Source: an optimization exercise on an open RTL-to-GDS flow (aim: small area, a short achievable clock period and few clock cycles). Production flows keep margins and buffers that such runs may drop.
The RTL was checked by simulation tests, not by an equivalence proof against the original design.
Power figures rest on the tool's default switching activity, not on a simulated workload.

==> design.v <==
module ea_engine (
    input  wire        clk,
    input  wire        rst,
    input  wire        req,
    input  wire        we,
    input  wire [1:0]  space,
    input  wire [7:0]  addr,
    input  wire [31:0] wdata,
    output reg  [31:0] rdata,
    output wire        busy
);
    localparam RX_CAP = 21;
    localparam SP_REG = 2'd0;
    localparam SP_PAY = 2'd1;
    localparam SP_TX  = 2'd2;
    localparam SP_RX  = 2'd3;
    localparam R_CMD       = 8'h00;
    localparam R_STATUS    = 8'h01;
    localparam R_FAULT     = 8'h02;
    localparam R_CSACC     = 8'h03;
    localparam R_CS_IN     = 8'h04;
    localparam R_TX_NODE   = 8'h05;
    localparam R_TX_OBJ    = 8'h06;
    localparam R_PAY_LEN   = 8'h07;
    localparam R_TX_LEN    = 8'h08;
    localparam R_TX_CS     = 8'h09;
    localparam R_RX_LEN    = 8'h0A;
    localparam R_RX_PLEN   = 8'h0B;
    localparam R_RX_CSCALC = 8'h0C;
    localparam R_RX_CSRECV = 8'h0D;
    localparam R_FLD_OFF   = 8'h0E;
    localparam R_RAW16     = 8'h0F;
    localparam R_FLD_W32   = 8'h10;
    localparam R_PHYS      = 8'h11;
    localparam R_CAL_V     = 8'h12;
    localparam R_CAL_I     = 8'h13;
    localparam C_NOP     = 8'h00;
    localparam C_CLRERR  = 8'h01;
    localparam C_CSCLR   = 8'h10;
    localparam C_CSADD   = 8'h11;
    localparam C_ENC_Q   = 8'h20;
    localparam C_ENC_S   = 8'h21;
    localparam C_DEC     = 8'h30;
    localparam C_UNPK16  = 8'h40;
    localparam C_PK16    = 8'h41;
    localparam C_F32BITS = 8'h42;
    localparam C_SCUP_V  = 8'h50;
    localparam C_SCUP_I  = 8'h51;
    localparam C_SCDN_V  = 8'h52;
    localparam C_SCDN_I  = 8'h53;
    localparam C_CALLOCK = 8'h60;
    localparam E_OK          = 4'd0;
    localparam E_ILLEGAL_CMD = 4'd1;
    localparam E_ENC_LENGTH  = 4'd2;
    localparam E_OVERRUN     = 4'd3;
    localparam E_TRUNCATED   = 4'd4;
    localparam E_CHECKSUM    = 4'd5;
    localparam E_DEV_FAULT   = 4'd6;
    localparam E_FIELD_RANGE = 4'd7;
    localparam E_NOT_CAL     = 4'd8;
    localparam E_CAL_INVALID = 4'd9;
    localparam E_RANGE       = 4'd10;
    localparam S_IDLE = 2'd0;
    localparam S_UP   = 2'd1;      
    localparam S_DN   = 2'd2;      
    localparam S_LOCK = 2'd3;      
    reg [7:0]  cmd;
    reg [3:0]  err;
    reg        sticky;
    reg        rx_valid;
    reg        rx_ack;
    reg        cal_lock;
    reg [3:0]  fault_kind;
    reg [7:0]  fault_code;
    reg [15:0] csacc;
    reg [7:0]  cs_in;
    reg [7:0]  tx_node;
    reg [7:0]  tx_obj;
    reg [4:0]  pay_len;
    reg [4:0]  tx_len;
    reg [15:0] tx_cs;
    reg [7:0]  rx_len;
    reg [4:0]  rx_plen;
    reg [12:0] rx_cscalc;
    reg [15:0] rx_csrecv;
    reg [7:0]  fld_off;
    reg [15:0] raw16;
    reg [31:0] fld_w32;
    reg [31:0] phys;
    reg [31:0] cal_v;
    reg [31:0] cal_i;
    reg [127:0] pay;
    reg [167:0] tx;
    reg [167:0] rx;
    reg [17:0] a_v, a_i;
    reg [4:0]  b25_v, b25_i;
    reg [1:0]  state;
    reg [3:0]  step;
    reg        sc_ch;       
    reg        sc_neg;      
    reg        sc_ovf;      
    reg [32:0] sc_rem;      
    reg [6:0]  sc_dl;       
    reg [15:0] sc_q;        
    reg [33:0] dn_q;        
    reg [4:0]  dn_r25;      
    reg [9:0]  dn_lo;       
    reg [18:0] dn_pb;       
    reg [4:0]  dn_c;        
    reg        sm;
    reg        retry;
    reg [15:0] pay_mask;
    reg [18:0] rx_mask;
    assign busy = (state != S_IDLE) || retry;
    wire acc      = req && !busy;
    wire hw       = acc && we;
    wire hw_reg   = hw && (space == SP_REG);
    wire hw_pay   = hw && (space == SP_PAY) && (addr < 8'd16);
    wire hw_rx    = hw && (space == SP_RX) && (addr < RX_CAP);
    wire cmd_go   = hw_reg && (addr == R_CMD);
    wire [7:0] c  = wdata[7:0];
    function [9:0] div25;             
        input [9:0] x;
        reg   [15:0] m;
        reg   [4:0]  q;
        begin
            m = {1'b0, x, 5'd0} + {3'd0, x, 3'd0} + {6'd0, x};
            q = m[14:10];
            div25 = {q, x[4:0] - ({q[0], 4'd0} + {q[1:0], 3'd0} + q)};
        end
    endfunction
    wire        c_enc   = (c[7:1] == 7'b0010000);       
    wire        c_dec   = (c == C_DEC);
    wire        k_enc   = (cmd[7:1] == 7'b0010000);     
    wire [4:0]  enc_n   = pay_len;
    wire        enc_bad = (pay_len > 5'd16);
    reg  [3:0]  enc_nm1;                 
    wire [4:0]  dec_l    = rx_len[4:0];
    wire        dec_ovr  = (rx_len > RX_CAP);
    wire        dec_trn  = (rx_len < 8'd5);
    wire        enc_send = retry ? cmd[0] : c[0];     
    wire [12:0] sum_cs;
    wire        dec_csok;
    ea_csum u_cs (
        .sm (sm), .rx (rx[151:0]), .rx_mask (rx_mask), .pay (pay),
        .pay_mask (pay_mask), .nm1 (enc_nm1), .tx_node (tx_node),
        .tx_obj (tx_obj), .send (enc_send), .win (win),
        .sum (sum_cs), .csok (dec_csok)
    );
    wire [15:0] enc_cs  = {3'd0, sum_cs};
    wire [7:0]  enc_sd  = {enc_send, 3'b111, enc_nm1};
    wire enc_now  = cmd_go && c_enc && !enc_bad;
    wire dec_now  = cmd_go && c_dec && !dec_ovr && !dec_trn;
    wire enc_go   = (enc_now && !sm) || (retry && k_enc);
    wire dec_go   = (dec_now && sm) || (retry && !k_enc);
    wire do_retry = (enc_now && sm) || (dec_now && !sm);
    wire [4:0]  win_k = (c[6] && !busy) ? fld_off[4:0] : (dec_l - 5'd2);
    reg  [15:0] win;
    integer wi;
    always @(*) begin
        win = 16'd0;
        for (wi = 0; wi < 20; wi = wi + 1)
            if (win_k == wi)
                win = {rx[8*wi +: 8], rx[8*wi+8 +: 8]};
    end
    wire [7:0]  dec_s    = rx[23:16];
    wire [7:0]  dec_e    = rx[31:24];
    reg  [3:0]  dec_kind;
    always @(*) begin
        if (dec_s != 8'hFF)
            dec_kind = 4'd0;
        else begin
            case (dec_e)
                8'h00:   dec_kind = 4'd0;
                8'h03:   dec_kind = 4'd1;
                8'h04:   dec_kind = 4'd2;
                8'h05:   dec_kind = 4'd3;
                8'h07:   dec_kind = 4'd4;
                8'h08:   dec_kind = 4'd5;
                8'h09:   dec_kind = 4'd6;
                8'h0F:   dec_kind = 4'd7;
                8'h30:   dec_kind = 4'd8;
                8'h31:   dec_kind = 4'd9;
                default: dec_kind = 4'd10;
            endcase
        end
    end
    wire fld_oob = ({1'b0, fld_off} + 9'd1) >= {1'b0, rx_len};
    wire        p_neg    = phys[31];
    wire [31:0] p_x      = phys ^ {32{p_neg}};
    wire [35:0] up_m     = {p_x, 4'd0} + {1'b0, p_x, 3'd0} + {4'd0, p_x} +
                           {31'd0, p_neg, p_neg, 2'b00, p_neg};
    wire [31:0] sc_nom   = sc_ch ? cal_i : cal_v;
    wire        up_ch    = busy ? sc_ch : c[0];
    wire [31:0] up_nom   = up_ch ? cal_i : cal_v;
    wire [33:0] up_t1    = {sc_rem, sc_dl[6]};
    wire [34:0] up_d1    = {1'b0, up_t1} - {3'd0, sc_nom};
    wire        up_b1    = !up_d1[34];
    wire [32:0] up_r1    = up_b1 ? up_d1[32:0] : up_t1[32:0];
    wire [33:0] up_t2    = busy ? {up_r1, sc_dl[5]} : {4'd0, up_m[35:6]};
    wire [34:0] up_d2    = {1'b0, up_t2} - {3'd0, up_nom};
    wire        up_b2    = !up_d2[34];
    wire [32:0] up_r2    = up_b2 ? up_d2[32:0] : up_t2[32:0];
    wire [15:0] up_q     = sc_q;
    wire        up_tie   = ({sc_rem, 1'b0} == {2'd0, sc_nom});
    wire        up_rup   = up_b1 && (!up_tie || sc_q[0]);
    wire        up_fits  = !sc_ovf && !up_q[15] &&
                           !(up_q[14:0] == 15'h7FFF && up_rup);
    wire        up_fits_n = !sc_ovf && (!up_q[15] || (up_q == 16'h8000 && !up_rup));
    wire [15:0] up_base  = up_q ^ {16{sc_neg}};
    wire [15:0] up_inc   = up_base + 16'd1;
    wire [15:0] up_raw   = (up_rup ^ sc_neg) ? up_inc : up_base;
    wire [17:0] dn_a     = sc_ch ? a_i : a_v;
    wire [14:0] dn_b     = sc_ch ? {b25_i, cal_i[9:0]} : {b25_v, cal_v[9:0]};
    reg  [3:0]  dn_dig, dn_nxt;
    always @(*) begin
        case (step[1:0])
            2'd0: begin dn_dig = raw16[15:12]; dn_nxt = raw16[11:8]; end
            2'd1: begin dn_dig = raw16[11:8];  dn_nxt = raw16[7:4];  end
            2'd2: begin dn_dig = raw16[7:4];   dn_nxt = raw16[3:0];  end
            default: begin dn_dig = raw16[3:0]; dn_nxt = 4'd0; end
        endcase
    end
    wire [19:0] dn_t     = {1'b0, dn_r25, dn_lo, 4'd0} + {1'b0, dn_pb};
    wire [9:0]  dn_div   = div25(dn_t[19:10]);
    wire [33:0] dn_qn    = {dn_q[29:0], 4'd0} + {25'd0, dn_c, 4'd0} + dn_dig * dn_a;
    wire        dn_gt    = (dn_r25 > 5'd12) ||
                           ((dn_r25 == 5'd12) && (dn_lo > 10'd512));
    wire        dn_eq    = (dn_r25 == 5'd12) && (dn_lo == 10'd512);
    wire        dn_rup   = dn_gt || (dn_eq && (dn_q[0] ^ dn_c[0]));
    wire [6:0]  dn_plo   = {1'b0, dn_q[5:0]} + {2'd0, dn_c} + {6'd0, dn_rup};
    wire [27:0] dn_phi   = dn_q[33:6] + {27'd0, dn_plo[6]};
    wire [33:0] dn_p     = {dn_phi, dn_plo[5:0]};
    wire        dn_fits  = (dn_p[33:31] == 3'd0);
    wire [18:0] dn_pbv;
    ea_pbmul u_pb (
        .busy (busy), .c0 (c[0]), .sc_ch (sc_ch), .lock (state == S_LOCK),
        .nxt (dn_nxt), .r_hi (raw16[15:12]),
        .b_v ({b25_v, cal_v[9:0]}), .b_i ({b25_i, cal_i[9:0]}),
        .pb (dn_pbv)
    );
    wire        lk_ch    = (step >= 4'd7);
    wire [3:0]  lk_k     = lk_ch ? (step - 4'd7) : step;
    wire [31:0] lk_nom   = lk_ch ? cal_i : cal_v;
    reg  [3:0]  lk_dig;                      
    always @(*) begin
        case (lk_k[2:0])
            3'd0: lk_dig = {2'd0, lk_nom[31:30]};
            3'd1: lk_dig = lk_nom[29:26];
            3'd2: lk_dig = lk_nom[25:22];
            3'd3: lk_dig = lk_nom[21:18];
            3'd4: lk_dig = lk_nom[17:14];
            default: lk_dig = lk_nom[13:10];
        endcase
    end
    wire pk16_go = cmd_go && (c == C_PK16);
    integer bi;
    always @(posedge clk) begin
        for (bi = 0; bi < 16; bi = bi + 1) begin
            if (pk16_go && bi < 2)
                pay[8*bi +: 8] <= (bi == 0) ? raw16[15:8] : raw16[7:0];
            else if (hw_pay && addr[3:0] == bi)
                pay[8*bi +: 8] <= wdata[7:0];
        end
        for (bi = 0; bi < RX_CAP; bi = bi + 1)
            if (hw_rx && addr[4:0] == bi)
                rx[8*bi +: 8] <= wdata[7:0];
        if (enc_go) begin
            tx[7:0]   <= enc_sd;
            tx[15:8]  <= tx_node;
            tx[23:16] <= tx_obj;
            for (bi = 0; bi < 18; bi = bi + 1) begin
                if (bi < enc_n)
                    tx[8*bi+24 +: 8] <= pay[8*(bi < 16 ? bi : 0) +: 8];
                else if (bi == enc_n)
                    tx[8*bi+24 +: 8] <= enc_cs[15:8];
                else if (bi == enc_n + 1)
                    tx[8*bi+24 +: 8] <= enc_cs[7:0];
            end
        end
    end
    integer mi;
    always @(posedge clk) begin
        if (rst) begin
            cmd        <= 8'h00;
            err        <= E_OK;
            sticky     <= 1'b0;
            rx_valid   <= 1'b0;
            rx_ack     <= 1'b0;
            cal_lock   <= 1'b0;
            fault_kind <= 4'd0;
            fault_code <= 8'h00;
            csacc      <= 16'h0000;
            cs_in      <= 8'h00;
            tx_node    <= 8'h00;
            tx_obj     <= 8'h00;
            pay_len    <= 5'd0;
            tx_len     <= 5'd0;
            tx_cs      <= 16'h0000;
            rx_len     <= 8'h00;
            rx_plen    <= 5'd0;
            rx_cscalc  <= 13'h0000;
            rx_csrecv  <= 16'h0000;
            fld_off    <= 8'h00;
            raw16      <= 16'h0000;
            fld_w32    <= 32'h0;
            phys       <= 32'h0;
            cal_v      <= 32'h0;
            cal_i      <= 32'h0;
            state      <= S_IDLE;
            sm         <= 1'b0;
            retry      <= 1'b0;
            pay_mask   <= 16'd0;
            enc_nm1    <= 4'd0;
            rx_mask    <= 19'd0;
        end else begin
            if (hw_rx) begin
                rx_valid <= 1'b0;
                rx_ack   <= 1'b0;
            end
            if (hw_reg) begin
                case (addr)
                    R_CSACC:   csacc   <= wdata[15:0];
                    R_CS_IN:   cs_in   <= wdata[7:0];
                    R_TX_NODE: tx_node <= wdata[7:0];
                    R_TX_OBJ:  tx_obj  <= wdata[7:0];
                    R_PAY_LEN: begin
                        pay_len <= wdata[4:0];
                        enc_nm1 <= (wdata[4:0] == 5'd0) ? 4'd0 : (wdata[3:0] - 4'd1);
                        for (mi = 0; mi < 16; mi = mi + 1)
                            pay_mask[mi] <= (mi < wdata[4:0]);
                    end
                    R_RX_LEN: begin
                        rx_len   <= wdata[7:0];
                        for (mi = 0; mi < 19; mi = mi + 1)
                            rx_mask[mi] <= (mi + 2 < wdata[7:0]);
                        rx_valid <= 1'b0;
                        rx_ack   <= 1'b0;
                    end
                    R_FLD_OFF: fld_off <= wdata[7:0];
                    R_RAW16:   raw16   <= wdata[15:0];
                    R_PHYS:    phys    <= wdata;
                    R_CAL_V:   if (!cal_lock) cal_v <= wdata;
                    R_CAL_I:   if (!cal_lock) cal_i <= wdata;
                    default: ;
                endcase
            end
            if (cmd_go) begin
                cmd <= c;
                err <= E_OK;
                case (c)
                    C_NOP: ;
                    C_CLRERR: sticky <= 1'b0;
                    C_CSCLR: csacc <= 16'h0000;
                    C_CSADD: csacc <= csacc + {8'h00, cs_in};
                    C_ENC_Q, C_ENC_S: begin
                        if (enc_bad) begin
                            tx_len <= 5'd0;
                            tx_cs  <= 16'h0000;
                            err    <= E_ENC_LENGTH;
                            sticky <= 1'b1;
                        end
                    end
                    C_DEC: begin
                        rx_valid   <= 1'b0;
                        rx_ack     <= 1'b0;
                        fault_kind <= 4'd0;
                        fault_code <= 8'h00;
                        rx_plen    <= 5'd0;
                        if (dec_ovr) begin
                            rx_cscalc <= 13'h0000;
                            rx_csrecv <= 16'h0000;
                            err       <= E_OVERRUN;
                            sticky    <= 1'b1;
                        end else if (dec_trn) begin
                            rx_cscalc <= 13'h0000;
                            rx_csrecv <= 16'h0000;
                            err       <= E_TRUNCATED;
                            sticky    <= 1'b1;
                        end
                    end
                    C_UNPK16: begin
                        if (dec_ovr) begin
                            err    <= E_OVERRUN;
                            sticky <= 1'b1;
                        end else if (fld_oob) begin
                            err    <= E_FIELD_RANGE;
                            sticky <= 1'b1;
                        end else
                            raw16 <= win;
                    end
                    C_PK16: begin
                        pay_len  <= 5'd2;
                        enc_nm1  <= 4'd1;
                        pay_mask <= 16'h0003;
                    end
                    C_F32BITS: begin
                        if (dec_ovr) begin
                            err    <= E_OVERRUN;
                            sticky <= 1'b1;
                        end else if (rx_len != 8'd9) begin
                            err    <= E_FIELD_RANGE;
                            sticky <= 1'b1;
                        end else
                            fld_w32 <= {rx[55:48], rx[47:40], rx[39:32], rx[31:24]};
                    end
                    C_SCUP_V, C_SCUP_I: begin
                        if (!cal_lock) begin
                            err    <= E_NOT_CAL;
                            sticky <= 1'b1;
                        end else
                            state <= S_UP;
                    end
                    C_SCDN_V, C_SCDN_I: begin
                        if (!cal_lock) begin
                            err    <= E_NOT_CAL;
                            sticky <= 1'b1;
                        end else
                            state <= S_DN;
                    end
                    C_CALLOCK: begin
                        if (!cal_lock) begin
                            if (cal_v == 32'd0 || cal_i == 32'd0) begin
                                err    <= E_CAL_INVALID;
                                sticky <= 1'b1;
                            end else
                                state <= S_LOCK;
                        end
                    end
                    default: begin
                        err    <= E_ILLEGAL_CMD;
                        sticky <= 1'b1;
                    end
                endcase
            end
            if (enc_go) begin
                tx_len <= enc_n + 5'd5;
                tx_cs  <= enc_cs;
            end
            if (dec_go) begin
                rx_cscalc <= sum_cs;
                rx_csrecv <= win;
                if (!dec_csok) begin
                    err    <= E_CHECKSUM;
                    sticky <= 1'b1;
                end else begin
                    rx_valid <= 1'b1;
                    rx_plen  <= dec_l - 5'd5;
                    rx_ack   <= (dec_s == 8'hFF) && (dec_e == 8'h00);
                    if (dec_kind != 4'd0) begin
                        fault_kind <= dec_kind;
                        fault_code <= dec_e;
                        err        <= E_DEV_FAULT;
                        sticky     <= 1'b1;
                    end
                end
            end
            retry <= do_retry;
            if (do_retry)
                sm <= !sm;
            else if (hw_rx || (hw_reg && addr == R_RX_LEN))
                sm <= 1'b1;
            else if (hw_pay || (hw_reg && (addr == R_PAY_LEN || addr == R_TX_NODE ||
                                          addr == R_TX_OBJ)))
                sm <= 1'b0;
            case (state)
                S_UP: begin
                    if (step == 4'd8) begin
                        state <= S_IDLE;
                        if (sc_neg ? up_fits_n : up_fits)
                            raw16 <= up_raw;
                        else begin
                            err    <= E_RANGE;
                            sticky <= 1'b1;
                        end
                    end
                end
                S_DN: begin
                    if (step == 4'd4) begin
                        state <= S_IDLE;
                        if (dn_fits)
                            phys <= dn_p[31:0];
                        else begin
                            err    <= E_RANGE;
                            sticky <= 1'b1;
                        end
                    end
                end
                S_LOCK: begin
                    if (step == 4'd13) begin
                        state    <= S_IDLE;
                        cal_lock <= 1'b1;
                    end
                end
                default: ;
            endcase
        end
    end
    wire lk_first = (state == S_LOCK) && (lk_k == 4'd0);
    always @(posedge clk) begin
        dn_pb  <= dn_pbv;
        step   <= busy ? step + 4'd1 : 4'd0;
        sc_rem <= up_r2;
        sc_dl  <= busy ? {sc_dl[4:0], 2'b00} : {up_m[5:0], 1'b0};
        sc_q   <= {sc_q[13:0], up_b1, up_b2};
        dn_q   <= busy ? dn_qn : 34'd0;
        dn_c   <= busy ? dn_div[9:5] : 5'd0;
        dn_r25 <= (busy && !lk_first) ? dn_div[4:0] : 5'd0;
        dn_lo  <= !busy ? 10'd0 : ((state == S_LOCK) ? {lk_dig, 6'd0} : dn_t[9:0]);
        if (!busy) begin
            sc_ch  <= c[0];
            sc_neg <= p_neg;
            sc_ovf <= up_b2;
        end
        if (state == S_LOCK && !lk_first) begin
            if (lk_ch) begin
                a_i   <= {a_i[13:0], dn_div[8:5]};
                b25_i <= dn_div[4:0];
            end else begin
                a_v   <= {a_v[13:0], dn_div[8:5]};
                b25_v <= dn_div[4:0];
            end
        end
    end
    wire [31:0] rd_w;
    ea_rdmux u_rd (
        .space (space),     .addr (addr),
        .cmd (cmd),         .status ({cal_lock, rx_ack, rx_valid, sticky, err}),
        .fault ({fault_code, fault_kind}),
        .csacc (csacc),     .cs_in (cs_in),     .tx_node (tx_node),
        .tx_obj (tx_obj),   .pay_len (pay_len), .tx_len (tx_len),
        .tx_cs (tx_cs),     .rx_len (rx_len),   .rx_plen (rx_plen),
        .rx_cscalc (rx_cscalc), .rx_csrecv (rx_csrecv),
        .fld_off (fld_off), .raw16 (raw16),     .fld_w32 (fld_w32),
        .phys (phys),       .cal_v (cal_v),     .cal_i (cal_i),
        .pay (pay),         .tx (tx),           .rx (rx),
        .rdata (rd_w)
    );
    always @(*) rdata = rd_w;
endmodule
module ea_rdmux (
    input  wire [1:0]   space,
    input  wire [7:0]   addr,
    input  wire [7:0]   cmd,
    input  wire [7:0]   status,
    input  wire [11:0]  fault,
    input  wire [15:0]  csacc,
    input  wire [7:0]   cs_in,
    input  wire [7:0]   tx_node,
    input  wire [7:0]   tx_obj,
    input  wire [4:0]   pay_len,
    input  wire [4:0]   tx_len,
    input  wire [15:0]  tx_cs,
    input  wire [7:0]   rx_len,
    input  wire [4:0]   rx_plen,
    input  wire [12:0]  rx_cscalc,
    input  wire [15:0]  rx_csrecv,
    input  wire [7:0]   fld_off,
    input  wire [15:0]  raw16,
    input  wire [31:0]  fld_w32,
    input  wire [31:0]  phys,
    input  wire [31:0]  cal_v,
    input  wire [31:0]  cal_i,
    input  wire [127:0] pay,
    input  wire [167:0] tx,
    input  wire [167:0] rx,
    output reg  [31:0]  rdata
);
    wire [31:0] reg_v [0:19];
    assign reg_v[0]  = {24'h0, cmd};
    assign reg_v[1]  = {24'h0, status};
    assign reg_v[2]  = {16'h0, fault[11:4], 4'h0, fault[3:0]};
    assign reg_v[3]  = {16'h0, csacc};
    assign reg_v[4]  = {24'h0, cs_in};
    assign reg_v[5]  = {24'h0, tx_node};
    assign reg_v[6]  = {24'h0, tx_obj};
    assign reg_v[7]  = {27'h0, pay_len};
    assign reg_v[8]  = {27'h0, tx_len};
    assign reg_v[9]  = {16'h0, tx_cs};
    assign reg_v[10] = {24'h0, rx_len};
    assign reg_v[11] = {27'h0, rx_plen};
    assign reg_v[12] = {19'h0, rx_cscalc};
    assign reg_v[13] = {16'h0, rx_csrecv};
    assign reg_v[14] = {24'h0, fld_off};
    assign reg_v[15] = {16'h0, raw16};
    assign reg_v[16] = fld_w32;
    assign reg_v[17] = phys;
    assign reg_v[18] = cal_v;
    assign reg_v[19] = cal_i;
    reg [7:0] cand [0:31];
    integer ri;
    always @(*) begin
        for (ri = 0; ri < 32; ri = ri + 1) begin
            case (space)
                2'd0: cand[ri] = (ri < 20) ? reg_v[ri < 20 ? ri : 0][7:0] : 8'd0;
                2'd1: cand[ri] = (ri < 16) ? pay[8*(ri < 16 ? ri : 0) +: 8] : 8'd0;
                2'd2: cand[ri] = (ri < 21) ? tx[8*(ri < 21 ? ri : 0) +: 8] : 8'd0;
                default: cand[ri] = (ri < 21) ? rx[8*(ri < 21 ? ri : 0) +: 8] : 8'd0;
            endcase
        end
        rdata = 32'd0;
        if (addr[7:5] == 3'd0) begin
            rdata[7:0] = cand[addr[4:0]];
            if (space == 2'd0 && addr[4:0] < 5'd20)
                rdata[31:8] = reg_v[addr[4:0] < 5'd20 ? addr[4:0] : 5'd0][31:8];
        end
    end
endmodule
module ea_csum (
    input  wire         sm,
    input  wire [151:0] rx,
    input  wire [18:0]  rx_mask,
    input  wire [127:0] pay,
    input  wire [15:0]  pay_mask,
    input  wire [3:0]   nm1,
    input  wire [7:0]   tx_node,
    input  wire [7:0]   tx_obj,
    input  wire         send,
    input  wire [15:0]  win,
    output wire [12:0]  sum,
    output wire         csok
);
    reg  [12:0] op [0:52];
    reg  [12:0] ss, sc;
    integer di;
    always @(*) begin
        for (di = 0; di < 19; di = di + 1) begin
            if (sm)
                op[di] = rx_mask[di] ? {5'd0, rx[8*di +: 8]} : 13'd0;
            else if (di == 0)
                op[di] = {5'd0, 4'b0111, nm1};
            else if (di == 1)
                op[di] = {5'd0, tx_node};
            else if (di == 2)
                op[di] = {5'd0, tx_obj};
            else
                op[di] = pay_mask[di-3] ? {5'd0, pay[8*(di-3) +: 8]} : 13'd0;
        end
        for (di = 0; di < 17; di = di + 1) begin
            op[19+2*di] = op[3*di] ^ op[3*di+1] ^ op[3*di+2];
            op[20+2*di] = {(op[3*di] & op[3*di+1]) |
                           (op[3*di] & op[3*di+2]) |
                           (op[3*di+1] & op[3*di+2]), 1'b0};
        end
        ss = op[51];
        sc = op[52];
    end
    assign sum = ss + sc + {5'd0, send, 7'd0};
    wire [15:0] ka = {3'd0, ss};
    wire [15:0] kb = {3'd0, sc};
    wire [15:0] kx = ka ^ kb ^ win;
    wire [15:0] ky = {((ka[14:0] & kb[14:0]) | ((ka[14:0] | kb[14:0]) & ~win[14:0])), 1'b0};
    assign csok = (kx == ky);
endmodule
module ea_pbmul (
    input  wire        busy,
    input  wire        c0,
    input  wire        sc_ch,
    input  wire        lock,
    input  wire [3:0]  nxt,
    input  wire [3:0]  r_hi,
    input  wire [14:0] b_v,
    input  wire [14:0] b_i,
    output wire [18:0] pb
);
    wire        ch  = busy ? sc_ch : c0;
    wire [14:0] b   = ch ? b_i : b_v;
    wire [3:0]  dig = busy ? nxt : r_hi;
    assign pb = lock ? 19'd0 : dig * b;
endmodule
==> run.sh <==
#!/bin/bash
# synth_recipe.tcl (not shown) runs the flow's synth.tcl, then flattens the netlist and writes it again
# the make line also repeats each setting of config.mk as NAME=value (left out here)
make -C /OpenROAD-flow-scripts/flow DESIGN_CONFIG=/design/flow/config.mk WORK_HOME=/design/flow/orfs CLKGATE_MAP_FILE= SYNTH_SCRIPT=/design/flow/synth_recipe.tcl finish
==> config.mk <==
export PLATFORM = sky130hd
export DESIGN_NAME = ea_engine
export DESIGN_NICKNAME = ea_engine
export VERILOG_FILES = /design/flow/design.v
export SDC_FILE = /design/flow/constraint.sdc
export NUM_CORES = 4
export LEC_CHECK = 0
export ABC_AREA = 1
export CAP_MARGIN = 20
export CORE_MARGIN = 2
export CORE_UTILIZATION = 45
export SETUP_SLACK_MARGIN = 5
export SLEW_MARGIN = 20
export SYNTH_HIERARCHICAL = 1
export TNS_END_PERCENT = 10
==> constraint.sdc <==
create_clock -name core_clock -period 12.0 [get_ports {clk}]
set_input_delay 2.4000 -clock core_clock [delete_from_list [all_inputs] [get_ports {clk}]]
set_output_delay 2.4000 -clock core_clock [all_outputs]
set_load 0.01 [all_outputs]
==> results of run 1 <==
-- what timing repair did --
action,in CTS,in global routing
pin swaps,127,29
setup buffers,163,31
setup endpoints to repair,255,278
cloned,40,3
resized for setup,526,70
-- critical path: cells and delay by family, from the launching register on --
| family | cells | cell delay (ps) |
|---|---|---|
| fa+ha+maj | 9 | 4220 |
| buf+inv | 9 | 1440 |
| flops | 1 | 390 |
| simple gates | 1 | 80 |
| compound gates | 2 | 900 |
| xor+xnor | 1 | 120 |
-- Yosys stat by module (local to each module, per instance) --
| module | area [sq um] | cells inside |
|---|---|---|
| ea_pbmul | 2420 | 428 |
| ea_csum | 5948 | 687 |
| ea_engine | 53670 | 6397 |
| ea_rdmux | 6571 | 1519 |
-- stage by stage --
stage,std cells,cell area [sq um],total power (uW),hold WS (ps)
floorplan,9035,68620,3831,370.9
global placement,10920,71400,4099,385.3
detailed placement,10920,71440,4097,382.8
CTS,11330,79540,7779,392.0
global route,11370,80200,7956,402.2
finish,11410,80290,7883,394.5
-- final timing paths --
| check | slack (ps) | cells after the start | endpoint |
|---|---|---|---|
| worst max-delay path | 4480 | 22 | tx[125] |
| worst max register to register | 4480 | 22 | tx[125] |
| worst min-delay path | 390 | 0 | sc_q[4] |
| worst min register to register | 390 | 0 | sc_q[4] |
-- final cells by class --
type | count | share of cell area [%]
multi-input combinational | 6626 | 49.85
clock buffer | 156 | 3.992
antenna | 47 | 0.1465
inverter | 1097 | 5.368
timing repair buffer | 428 | 6.071
clock inverter | 52 | 0.7698
tap | 2030 | 3.163
timing repair inverter | 5 | 0.09350
sequential | 970 | 30.55
-- Yosys cell counts (all sizes together), types with 10 or more instances --
library cell  instances
a41oi                12
dfxtp               461
a22oi                77
ha                  306
xor2                116
o21a                 32
nand2              2455
inv                1084
nor3                 78
nor2                822
edfxtp              509
clkbuf              209
a21o                 12
fa                  262
or2                  64
nand3               397
o221ai               13
a21oi               616
o21ai               674
o31ai                11
a22o                 92
nand4               196
nand3b               25
o22ai                13
a31oi                33
buf                 145
xnor2                74
o21bai               10
nor4                 45
o211ai               48
a211oi               65
clkinv               13
-- logic make-up after synthesis --
family	after synthesis
flip-flops	970
adder cells (fa/ha/maj)	568
other	2
multiplexers	9
buffers and inverters	1451
AO/OA/AOI/OAI	1746
AND/OR/NAND/NOR	4094
XOR/XNOR	191
-- report_power, final --
group	total, uW	switching (uW)	internal [uW]
combinational	743	546	197
sequential	3480	4.53	3480
clock	3660	1610	2050
-- sequential cells by signal, indices dropped and copies added, names as in the netlist, 10 cells and up --
name / count
rx: 168
pay_mask: 16
dn_pb: 19
cal_i: 32
csacc: 16
rx_cscalc: 13
phys: 32
sc_rem: 33
tx: 165
raw16: 16
sc_q: 16
tx_cs: 13
rx_mask: 19
dn_lo: 10
pay: 128
dn_q: 34
a_i: 18
fld_w32: 32
cal_v: 32
rx_csrecv: 16
a_v: 18
-- metal layers --
metal  track usage (%)  wire [um]
met1             66.10     155900
met2             67.58     155500
met3             31.71      79990
met4             31.79      35490
met5             2.925       1394
==> summary.md, run 1 <==
| Metric | Value |
|---|---|
| Status | timing/DRC/antenna clean |
| Layout cells sized above 1 | 11.97% |
| Relative slew slack | 6.077% |
| Arr. time, crit path | 8010 ps |
| Critical path class | reg2reg |
| Area delta synth->final | 17.04% |
| Initial Util | 45.22% |
| TritonCTS Buffers | 110 |
| Max Clock Skew | 47.91 ps |
| Total GRT Usage | 52.73% |
| Cell mode on critical path | fa_1 |
| Avg Vias per Cell | 6.655 |
| Top_reg_cell synth | edfxtp_1 |
| Adder-cell share of the synthesized area | 13.23% |
| Post-synthesis xor/xnor area fraction | 2.458% |
| Worst Hold Launch | sc_q[2] |
| Skew-Pair Late Insertion Delay | 800 ps |
| Nets | 9,852 |
| GRT overflow | 0 |
| Unique masters post-synth | 80 |
| Commonest non-fill, non-tap cell in the layout | nand2_1 |
| Final core occ | 52.92% |
| Synth top area share | 22.28% |
| Number of synthesized register bits | 970 |
| FF/Latch Area | 0.02453 sq mm |
| Area of the multi-input gates | 0.04002 sq mm |
| YS warnings | 11 |
| Largest cells by area after synthesis | edfxtp_1 (22%), dfxtp_1 (13%), nand2_1 (13%) |
| Period minus WS final | 7519 ps |
| DRT Wirelength | 428,200 um |
| DRC Markers | 0 |
| Largest net degree at the start of global routing | 104 |
| Leakage power | 0.03478 uW |
| Worst path required time | 12,490 ps |
| Buffers added on ports | 78 |
| Post-route ant nets | 0 |
| P per Cell Area | 98.17 mW/mm^2 |
| Initial antenna violation count | 63 |
| Fin. Hold Viols | 0 |
| Post-cts hold buffer count | 0 |
| CP endpoint kind | flip-flop |
| CP max stage delay | 630 ps |
| Vias in the first global route | 67,290 |
| Count of pins over their slew limit | 0 |
| Die Y | 394.5 um |
| Post-DP HPWL | 312,500 um |
| Syn_area_per_cell | 7.597 sq um |
| Post-Route Setup TNS | 0 ps |
| # IOs | 79 |
| CTS tree | yes |
| DP Worst Slack | 2789 ps |
| Die footprint | 0.1556 sq mm |
| Ordered cell list for the critical path | buf_4 -> buf_16 -> nand2_1 -> inv_2 -> a22oi_1 -> fa_1 -> fa_1 -> fa_2 -> fa_1 -> inv_1 -> fa_1 -> fa_2 -> ha_1 -> ha_1 -> inv_1 -> fa_2 -> buf_12 -> xnor2_4 -> buf_12 -> clkinv_2 -> buf_4 -> o21ai_0 |
| Post-synth design cell area | 0.06860 sq mm |
| Clk sinks | 970 |
| Worst slew pin tran | 1409 ps |
| 1st-iter DRT viols | 13,710 |
| Sequential share of the synthesized area | 35.73% |
| Per-cell routed wire length | 37.53 um |
| RSZ-0062 raised after global routing | yes |
| TritonRoute pass-1 iters | 14 |
| Fmax | 133.0 MHz |
| Largest family of logic cells by synthesized area | simple AND/OR/NAND/NOR gates |
| Core ar. | 0.1517 sq mm |
| GP Congestion | 1.225 |
| Final period util | 62.66% |
| Post-synth EDFFs | 509 |
| Area leader, netlist | edfxtp_1 |
| Post-synthesis async set-or-reset flop share | 0% |
| Worst Setup SP | sm |
| Post-route setup slack | 4481 ps |
| # H-tree levels | 3 |
| Hold Crit Class | reg2reg |
| CP startpoint kind | flip-flop |
| Die Width | 394.5 um |
| Commonest cells after routing, fill and taps aside | nand2_1 (2,356), inv_1 (973), nor2_1 (733), a21oi_1 (597), o21ai_0 (590) |
| Post-Synthesis Cells | 9,031 |
| Maximum vdd drop | 0.1101 mV |
| Post-synthesis compound-gate area fraction | 14.78% |
| Reg2reg start | sm |
| Setup violators final | 0 |
| Fill cell count | 14,460 |
| Crit-path slowest cell | a22oi_1 |
| Rows | 143 |
| Crit-path max FO | 13 |
| Clock transition at path regs | 70 ps |
| Synth Area in Simple Gates | 25.27% |
| Mux contribution to synthesized area | 0.1350% |
| Clk buf depth | 3 |
| Clk root buf | clkbuf_16 |
| Max-Cap Viols | 0 |
| Routed vias | 75,940 |
| First-pass GRT wire length | 561,900 um |
Testbench counts, summed over its fixed seeds: cycles 12,639.
==> run 2, diff against run 1 <==
--- a/design.v
+++ b/design.v
@@ -111,6 +111,9 @@
     reg        retry;
     reg [15:0] pay_mask;
     reg [18:0] rx_mask;
+    reg [18:0] rxm_e;
+    reg [15:0] pym_e;
+    reg        enc_e;
     assign busy = (state != S_IDLE) || retry;
     wire acc      = req && !busy;
     wire hw       = acc && we;
@@ -142,8 +145,8 @@
     wire [12:0] sum_cs;
     wire        dec_csok;
     ea_csum u_cs (
-        .sm (sm), .rx (rx[151:0]), .rx_mask (rx_mask), .pay (pay),
-        .pay_mask (pay_mask), .nm1 (enc_nm1), .tx_node (tx_node),
+        .enc_e (enc_e), .rx (rx[151:0]), .rx_mask (rxm_e), .pay (pay),
+        .pay_mask (pym_e), .nm1 (enc_nm1), .tx_node (tx_node),
         .tx_obj (tx_obj), .send (enc_send), .win (win),
         .sum (sum_cs), .csok (dec_csok)
     );
@@ -496,6 +499,40 @@
             endcase
         end
     end
+    reg        sm_n;
+    reg [18:0] rx_mask_n;
+    reg [15:0] pay_mask_n;
+    integer ni;
+    always @(*) begin
+        sm_n       = sm;
+        rx_mask_n  = rx_mask;
+        pay_mask_n = pay_mask;
+        if (do_retry)
+            sm_n = !sm;
+        else if (hw_rx || (hw_reg && addr == R_RX_LEN))
+            sm_n = 1'b1;
+        else if (hw_pay || (hw_reg && (addr == R_PAY_LEN || addr == R_TX_NODE ||
+                                      addr == R_TX_OBJ)))
+            sm_n = 1'b0;
+        if (hw_reg && addr == R_RX_LEN)
+            for (ni = 0; ni < 19; ni = ni + 1)
+                rx_mask_n[ni] = (ni + 2 < wdata[7:0]);
+        if (hw_reg && addr == R_PAY_LEN)
+            for (ni = 0; ni < 16; ni = ni + 1)
+                pay_mask_n[ni] = (ni < wdata[4:0]);
+        else if (pk16_go)
+            pay_mask_n = 16'h0003;
+        if (rst) begin
+            sm_n       = 1'b0;
+            rx_mask_n  = 19'd0;
+            pay_mask_n = 16'd0;
+        end
+    end
+    always @(posedge clk) begin
+        rxm_e <= rx_mask_n & {19{sm_n}};
+        pym_e <= pay_mask_n & {16{!sm_n}};
+        enc_e <= !sm_n;
+    end
     wire lk_first = (state == S_LOCK) && (lk_k == 4'd0);
     always @(posedge clk) begin
         dn_pb  <= dn_pbv;
@@ -607,7 +644,7 @@
     end
 endmodule
 module ea_csum (
-    input  wire         sm,
+    input  wire         enc_e,
     input  wire [151:0] rx,
     input  wire [18:0]  rx_mask,
     input  wire [127:0] pay,
@@ -625,16 +662,15 @@
     integer di;
     always @(*) begin
         for (di = 0; di < 19; di = di + 1) begin
-            if (sm)
-                op[di] = rx_mask[di] ? {5'd0, rx[8*di +: 8]} : 13'd0;
-            else if (di == 0)
-                op[di] = {5'd0, 4'b0111, nm1};
+            op[di] = rx_mask[di] ? {5'd0, rx[8*di +: 8]} : 13'd0;
+            if (di == 0)
+                op[di] = op[di] | (enc_e ? {5'd0, 4'b0111, nm1} : 13'd0);
             else if (di == 1)
-                op[di] = {5'd0, tx_node};
+                op[di] = op[di] | (enc_e ? {5'd0, tx_node} : 13'd0);
             else if (di == 2)
-                op[di] = {5'd0, tx_obj};
+                op[di] = op[di] | (enc_e ? {5'd0, tx_obj} : 13'd0);
             else
-                op[di] = pay_mask[di-3] ? {5'd0, pay[8*(di-3) +: 8]} : 13'd0;
+                op[di] = op[di] | (pay_mask[di-3] ? {5'd0, pay[8*(di-3) +: 8]} : 13'd0);
         end
         for (di = 0; di < 17; di = di + 1) begin
             op[19+2*di] = op[3*di] ^ op[3*di+1] ^ op[3*di+2];
--- a/config.mk
+++ b/config.mk
@@ -12,4 +12,4 @@
 export SETUP_SLACK_MARGIN = 5
 export SLEW_MARGIN = 20
 export SYNTH_HIERARCHICAL = 1
-export TNS_END_PERCENT = 10
+export TNS_END_PERCENT = 0
==> run 2 against run 1 <==
Effect of this change: hold slack improved by 6.8 ps; still clean on timing, DRC and antenna; critical endpoint is now rdata[4]; die area grew 1.5%; clock-buffer cell count shrank 5; critical path depth is 9 lower; register-to-register slack improved by 160 ps; sequential share of layout area rose by 1.2 points.
==> summary.md, run 2 <==
| Metric | Value |
|---|---|
| Relative slew slack | 4.617% (-1.5 points) |
| First-pass GRT wire length | 522,900 um (-7.0%) |
| TritonRoute pass-1 iters | 7 (-7) |
| Post-synthesis async set-or-reset flop share | 0% (unchanged) |
| DRT Wirelength | 392,300 um (-8.4%) |
| Clock transition at path regs | 50 ps (-20 ps) |
| Worst path required time | 9600 ps (-2890 ps) |
| Synth top area share | 21.94% (-0.34 points) |
| Die footprint | 0.1580 sq mm (+1.5%) |
| Fill cell count | 15,040 (+4.0%) |
| Top_reg_cell synth | edfxtp_1 |
| Period minus WS final | 7397 ps (-122.0 ps) |
| Syn_area_per_cell | 7.628 sq um (+0.41%) |
| Max Clock Skew | 49.92 ps (+2.016 ps) |
| Fmax | 135.2 MHz (+1.6%) |
| Global route hottest layer | met1 |
| RSZ-0062 raised after global routing | yes |
| Met1 Track Usage GR | 65.02% (-1.1 points) |
| Commonest non-fill, non-tap cell in the layout | nand2_1 |
| Rows | 144 (+0.70%) |
| Post-synth design cell area | 0.06967 sq mm (+1.5%) |
| Core ar. | 0.1539 sq mm (+1.4%) |
| CP startpoint kind | primary input |
| Skew-Pair Late Insertion Delay | 790 ps (about the same) |
| Status | timing/DRC/antenna clean |
| CP max stage delay | 270 ps (-360 ps) |
| # IOs | 79 (unchanged) |
| Setup violators final | 0 (unchanged) |
| TritonCTS Buffers | 113 (+2.7%) |
| Layout cells sized above 1 | 9.869% (-2.1 points) |
| GP Congestion | 1.162 (-5.2%) |
| Synth top cells by count | nand2_1 (2,392), inv_1 (1,103), nor2_1 (912) |
| Hold Crit Class | reg2reg |
| Critical path class | in2out |
| Largest register FFs | 168 (unchanged) |
| Count leader, synth | nand2_1 |
| Post-Synthesis Cells | 9,133 (+1.1%) |
| Avg Vias per Cell | 6.278 (-5.7%) |
| Initial antenna violation count | 39 (-38%) |
| P per Cell Area | 99.81 mW/mm^2 (+1.7%) |
| Leakage power | 0.03438 uW (-1.2%) |
| Post-cts hold buffer count | 0 (unchanged) |
| Clk root buf | clkbuf_16 |
| Final period util | 61.64% (-1.0 points) |
| # H-tree levels | 3 (unchanged) |
| Crit-path max FO | 23 (+10) |
| Routed vias | 71,440 (-5.9%) |
| Vias in the first global route | 64,320 (-4.4%) |
| Buffers added on ports | 78 (unchanged) |
| Die Width | 397.5 um (+0.76%) |
| GRT overflow | 0 (unchanged) |
| Nets | 9,836 (-0.16%) |
| Post-route ant nets | 0 (unchanged) |
| YS warnings | 11 (unchanged) |
| Sequential share of the synthesized area | 36.22% (+0.49 points) |
| Initial Util | 45.28% (+0.060 points) |
| Post-Route Setup TNS | 0 ps (unchanged) |
| Most flops, register | rx |
| Crit-path slowest cell | clkdlybuf4s15_2 |
| Largest net degree at the start of global routing | 102 (-1.9%) |
| CP endpoint kind | output pin |
| Maximum vdd drop | 0.1122 mV (+1.9%) |
| Total GRT Usage | 48.26% (-4.5 points) |
| Worst slew pin tran | 1425 ps (+16.64 ps) |
| Clk sinks | 1,006 (+3.7%) |
| Post-synth EDFFs | 509 (unchanged) |
| Number of synthesized register bits | 1,006 (+3.7%) |
| Met3 GRT Util | 23.31% (-8.4 points) |
| Clk buf depth | 3 (unchanged) |
| GRT met2 Usage | 62.13% (-5.5 points) |
| Area delta synth->final | 14.13% |
| Ordered cell list for the critical path | buf_4 -> buf_12 -> buf_16 -> nor2_4 -> buf_6 -> buf_16 -> nand2_1 -> nand4_1 -> nand2_1 -> nand4_1 -> nor2_1 -> a21oi_2 -> clkdlybuf4s15_2 |
| Die Y | 397.5 um (+0.76%) |
| Fin. Hold Viols | 0 (unchanged) |
| Per-cell routed wire length | 34.48 um (-8.1%) |
| CTS tree | yes |
| Count of pins over their slew limit | 0 (unchanged) |
| Hold slack | 401.2 ps (+6.761 ps) |
| 1st-iter DRT viols | 12,740 (-7.0%) |
| Area leader, netlist | edfxtp_1 |
| Arr. time, crit path | 5000 ps (-3010 ps) |
| Post-DP HPWL | 296,400 um (-5.2%) |
| Largest cells by area after synthesis | edfxtp_1 (22%), dfxtp_1 (14%), nand2_1 (13%) |
| DRC Markers | 0 (unchanged) |
| Commonest cells after routing, fill and taps aside | nand2_1 (2,315), inv_1 (1,091), nor2_1 (879), a21oi_1 (557), o21ai_0 (517) |
| Largest regs | rx x168, tx x165, pay x128 |
| Unique masters post-synth | 79 (-1.3%) |
| Max-Cap Viols | 0 (unchanged) |
-- run 2: cells by family after synthesis --
group	Yosys count	synth area share, %
AND/OR/NAND/NOR	4114	24.85
AO/OA/AOI/OAI	1689	14.57
buffers and inverters	1546	8.641
flip-flops	1006	36.22
adder cells (fa/ha/maj)	568	13.02
XOR/XNOR	188	2.385
multiplexers	20	0.2927
other	2	0.01078
-- run 2: report_power, final --
group	total, uW	switching, uW	internal [uW]
Sequential	3600	4.05	3590
Combinational	693	509	184
Clock	3640	1620	2030
Total	7940	2130	5800
-- run 2: area by class of cell --
type | count | area [sq um] | area share [%]
multi-input cells | 6593 | 39490 | 49.67
flip-flops and latches | 1006 | 25280 | 31.80
inverters | 1166 | 4498 | 5.657
repair buffers | 340 | 3797 | 4.776
clock buffers | 151 | 3134 | 3.942
well taps | 2044 | 2557 | 3.216
clock inverters | 64 | 681.9 | 0.8576
diodes | 14 | 35.03 | 0.04406
repair inverters | 2 | 32.53 | 0.04091
-- run 2: per-module statistics from Yosys, one instance, submodules excluded --
module	area, sq um	copies in the design	flops+latches	cells
ea_engine	54620	1	1006	6491
ea_rdmux	6571	1	0	1519
ea_csum	6058	1	0	695
ea_pbmul	2417	1	0	428
-- run 2: repair_timing --
| action | CTS | global route |
|---|---|---|
| setup endpoints to repair | 243 | 266 |
| gates resized for setup | 334 | 78 |
| pin swaps | 44 | 19 |
| cloned | 29 | 0 |
| buffers inserted | 86 | 42 |
-- run 2: through the flow --
step	instance area [sq um]	power [uW]	util, %	setup slack, ps	cells
finish	79510	7936	51.68	4603	11380
global route	79480	8052	51.65	4705	11370
CTS	78840	7877	51.24	4782	11320
detailed placement	72420	4212	47.07	2609	10990
global placement	72360	4210	47.03	2303	10990
floorplan	69680	3957	-	5576	9137
-- run 2: worst max-delay path: cells and delay by family --
family	cells	cell delay, ps
AOI/OAI and AO/OA	1	260
buffers and inverters	6	1200
and+or+nand+nor	6	1090
-- run 2: per-layer routing --
metal	up-vias	share of wire (%)	wire, um
met5	-	0.037	146
met4	20	7.0	27660
met3	1100	17	65460
met2	5654	37	145400
met1	34320	39	153700
li1	30350	-	-
-- run 2: path summary, 6_finish.rpt --
path | startpoint | cells past startpoint | end | slack (ps)
worst max-delay path | space[1] | 13 | rdata[4] | 4600
worst min-delay path | sc_q[3] | 0 | sc_q[5] | 400
worst min register to register | sc_q[3] | 0 | sc_q[5] | 400
worst max register to register | rx[57] | 22 | tx[47] | 4640
Testbench counts of run 2, summed over its fixed seeds: cycles 12,639.
==> run 3, diff against run 2 <==
--- a/config.mk
+++ b/config.mk
@@ -12,4 +12,4 @@
 export SETUP_SLACK_MARGIN = 5
 export SLEW_MARGIN = 20
 export SYNTH_HIERARCHICAL = 1
-export TNS_END_PERCENT = 0
+export TNS_END_PERCENT = 10
==> run 3 against run 2 <==
Effect of this change: cell count increased by 0.38%; clock-buffer cell count unchanged; combinational power up 3.8%; critical endpoint is now rdata[7].
==> summary.md, run 3 <==
| Metric | Value |
|---|---|
| Status | timing/DRC/antenna clean |
| Top_reg_cell synth | edfxtp_1 |
| Relative slew slack | 16.36% (+12 points) |
| DRC Markers | 0 (unchanged) |
| Hold Crit Class | reg2reg |
| Arr. time, crit path | 4870 ps (-130 ps) |
| Final instance area | 0.08040 sq mm (+1.1%) |
| Routed vias | 72,010 (+0.80%) |
| Clk sinks | 1,006 (unchanged) |
| Post-route setup slack | 4733 ps (+129.7 ps) |
| Skew-Pair Late Insertion Delay | 790 ps (about the same) |
| Post-synth design cell area | 0.06967 sq mm (unchanged) |
| Max Clock Skew | 46.76 ps (-3.162 ps) |
| R2R cell count | 22 (unchanged) |
| Clock Power Share | 45.8% (about the same) |
| Unique masters post-synth | 79 (unchanged) |
| Clk buf depth | 3 (unchanged) |
| Syn_area_per_cell | 7.628 sq um (unchanged) |
| Period minus WS final | 7267 ps (-129.7 ps) |
| GRT overflow | 0 (unchanged) |
| GP Congestion | 1.162 (unchanged) |
| Post-Synthesis Cells | 9,133 (unchanged) |
| Initial antenna violation count | 44 (+13%) |
| 1st-iter DRT viols | 12,860 (+0.93%) |
| Most flops, register | rx |
| Die Y | 397.5 um (unchanged) |
| First-pass GRT wire length | 526,500 um (+0.69%) |
| Fin. Hold Viols | 0 (unchanged) |
| Crit-path max FO | 23 (unchanged) |
| Largest net degree at the start of global routing | 102 (unchanged) |
| Rows | 144 (unchanged) |
| Seq pwr share | 45.2% (about the same) |
| Largest cells by area after synthesis | edfxtp_1 (22%), dfxtp_1 (14%), nand2_1 (13%) |
| Buffers added on ports | 78 (unchanged) |
| Fmax | 137.6 MHz (+1.8%) |
| CP startpoint kind | primary input |
| # IOs | 79 (unchanged) |
| Setup violators final | 0 (unchanged) |
| CP endpoint kind | output pin |
| Count leader, synth | nand2_1 |
| Sequential share of the synthesized area | 36.22% (unchanged) |
| Worst R2R Setup Slack | 4820 ps (+180 ps) |
| Fill cell count | 14,950 (-0.59%) |
| TritonCTS Buffers | 113 (unchanged) |
| Post-synthesis async set-or-reset flop share | 0% (unchanged) |
| Worst slew pin tran | 1250 ps (-175.5 ps) |
| Sw frac | 26.99% (+0.12 points) |
| Core ar. | 0.1539 sq mm (unchanged) |
| Final period util | 60.56% (-1.1 points) |
| Clock transition at path regs | 60 ps (about the same) |
| Layout cells sized above 1 | 10.96% (+1.1 points) |
| Largest register FFs | 168 (unchanged) |
| P per Cell Area | 99.13 mW/mm^2 (-0.68%) |
| Area of the multi-input gates | 0.03982 sq mm (+0.82%) |
| CTS tree | yes |
| Critical path class | in2out |
| Commonest cells after routing, fill and taps aside | nand2_1 (2,291), inv_1 (1,090), nor2_1 (864), a21oi_1 (555), o21ai_0 (514) |
| NetSw | 2151 uW (+0.89%) |
| Area leader, netlist | edfxtp_1 |
| Total GRT Usage | 48.61% (+0.35 points) |
| Post-cts hold buffer count | 0 (unchanged) |
| FF/Latch Area | 0.02529 sq mm (about the same) |
| Post-DP Area | 0.07242 sq mm (unchanged) |
| Count of pins over their slew limit | 0 (unchanged) |
| Post-DP HPWL | 296,400 um (unchanged) |
| Worst path required time | 9600 ps (about the same) |
| Combinational share of power | 9.0% (+0.3 points) |
| Reg2reg start | pym_e[8] |
| Maximum vdd drop | 0.1120 mV (-0.17%) |
| Synth top cells by count | nand2_1 (2,392), inv_1 (1,103), nor2_1 (912) |
| Synth top area share | 21.94% (unchanged) |
| # H-tree levels | 3 (unchanged) |
| Clk root buf | clkbuf_16 |
| Die Width | 397.5 um (unchanged) |
| Number of synthesized register bits | 1,006 (unchanged) |
| Avg Vias per Cell | 6.304 (+0.42%) |
| Commonest non-fill, non-tap cell in the layout | nand2_1 |
| P_int | 5819 uW (+0.25%) |
| RSZ-0062 raised after global routing | yes |
| YS warnings | 11 (unchanged) |
| Worst Setup SP | space[1] |
| DP Worst Slack | 2609 ps (unchanged) |
| TritonRoute pass-1 iters | 9 (+2) |
| Leakage power | 0.03477 uW (+1.1%) |
| Per-cell routed wire length | 34.65 um (+0.51%) |
| Initial Util | 45.28% (unchanged) |
| CP endpoint | rdata[7] |
| Post-route ant nets | 0 (unchanged) |
| Post-Route Setup TNS | 0 ps (unchanged) |
| Nets | 9,875 (+0.40%) |
| Max-Cap Viols | 0 (unchanged) |
| Area delta synth->final | 15.40% |
| Post-synth EDFFs | 509 (unchanged) |
| Die footprint | 0.1580 sq mm (unchanged) |
| Vias in the first global route | 64,650 (+0.52%) |
| DRT Wirelength | 395,800 um (+0.89%) |
| Largest regs | rx x168, tx x165, pay x128 |
| R2r endpoint | tx[47] |
## run 3: logic make-up (layout without fill, tap and decap cells)
logic type / count (synthesis) / after routing / synth area share, %
xor gates and xnor gates: 188 / 188 / 2.385
DFF: 1006 / 1006 / 36.22
adders and majority gates: 568 / 568 / 13.02
and+or+nand+nor: 4114 / 4122 / 24.85
buffers and inverters: 1546 / 1760 / 8.641
other: 2 / 24 / 0.01078
muxes: 20 / 20 / 0.2927
AOI/OAI and AO/OA: 1689 / 1691 / 14.57
## run 3: critical path, cell delays in order
cell and delay [ps]:
buf_12 120, buf_12 150, buf_16 150, nor2_4 220, buf_8 200, buf_16 230
nand2_1 230, nand3_1 160, nand2_1 70, nand2_1 170, nor2_1 90, nand3_1 130
nor2_4 90, nor2_1 170, clkdlybuf4s15_2 260
## run 3: final cells by class
class | instances | area share, %
tap | 2044 | 3.181
inverter | 1166 | 5.601
clock buffer | 151 | 3.899
clock inverter | 64 | 0.8482
antenna | 18 | 0.05603
sequential | 1006 | 31.45
timing repair inverter | 3 | 0.05136
timing repair buffer | 376 | 5.383
multi-input combinational | 6595 | 49.53
## run 3: power groups by stage
| stage | combinational [uW] | sequential (uW) | clock, uW |
|---|---|---|---|
| 6_report | 719 | 3600 | 3650 |
| 5_1_grt | 721 | 3600 | 3760 |
| 4_1_cts | 665 | 3600 | 3640 |
| 3_5_place_dp | 535 | 3680 | 0 |
| 3_3_place_gp | 534 | 3680 | 0 |
| 2_1_floorplan | 285 | 3670 | 0 |
## run 3: worst min-delay path by stage
stage | from | to | slack [ps] | depth (start not counted)
after floorplan | sc_q[3] | sc_q[5] | 380 | 0
after global placement | sc_q[3] | sc_q[5] | 390 | 0
after detailed placement | sc_q[5] | sc_q[7] | 390 | 0
after CTS | sc_q[3] | sc_q[5] | 400 | 0
after global routing | sc_q[3] | sc_q[5] | 420 | 0
final | sc_q[3] | sc_q[5] | 400 | 0
## run 3: what timing repair did
action,CTS,global route
setup buffers,111,49
pin swaps,71,13
cloned,34,2
resized for setup,443,98
endpoints found under the setup margin,243,261
## run 3: metal layers
metal | vias to the layer above | GRT usage [%] | share of wire (%)
met5 | - | 0.3632 | 0.11
met4 | 40 | 27.69 | 7.2
met3 | 1197 | 24.03 | 17
met2 | 5797 | 62.25 | 37
met1 | 34560 | 65.15 | 39
li1 | 30420 | - | -
## run 3: stage by stage
step	hold WS [ps]	total power (uW)	utilization (%)	std cells
after floorplan	375.0	3957	-	9137
after global placement	385.4	4210	47.03	10990
after detailed placement	392.5	4212	47.07	10990
after CTS	400.9	7902	51.68	11350
after global routing	417.6	8077	52.22	11410
final	401.4	7970	52.25	11420
## run 3: Yosys stat by module (local to each module, per instance)
| module | flops+latches | cell area, sq um | cells |
|---|---|---|---|
| ea_engine | 1006 | 54620 | 6491 |
| ea_rdmux | 0 | 6571 | 1519 |
| ea_csum | 0 | 6058 | 695 |
| ea_pbmul | 0 | 2417 | 428 |

afterwards: timing with drivers on the ports:
The results above use ideal ports. As a check the final layouts listed here were re-extracted and re-timed, cells and wires unchanged. Step 1 assumes that a clkbuf_16 drives the clock port and a buf_2 every other input. Step 2 also shifts input and output timing later by t, the mid clock arrival at the registers, as if the neighbouring blocks saw the same clock. Slacks: ideal ports / drivers / drivers and shift; pairs: ideal ports / drivers.
run	t, ns	setup WS [ns]	worst setup path at the end	worst register clock-pin slew, ns
run 1	0.879	4.481 / 4.481 / 3.780	input to register	0.07 / 0.07
run 2	0.851	4.603 / 4.577 / 4.025	input to register	0.07 / 0.07
run 3	0.851	4.733 / 4.684 / 4.061	input to register	0.07 / 0.07
After both steps setup and hold are still met in every run listed. For run 1, which loses most, drivers alone change the setup slack by 0.000 ns; drivers and shift together by -0.701 ns.
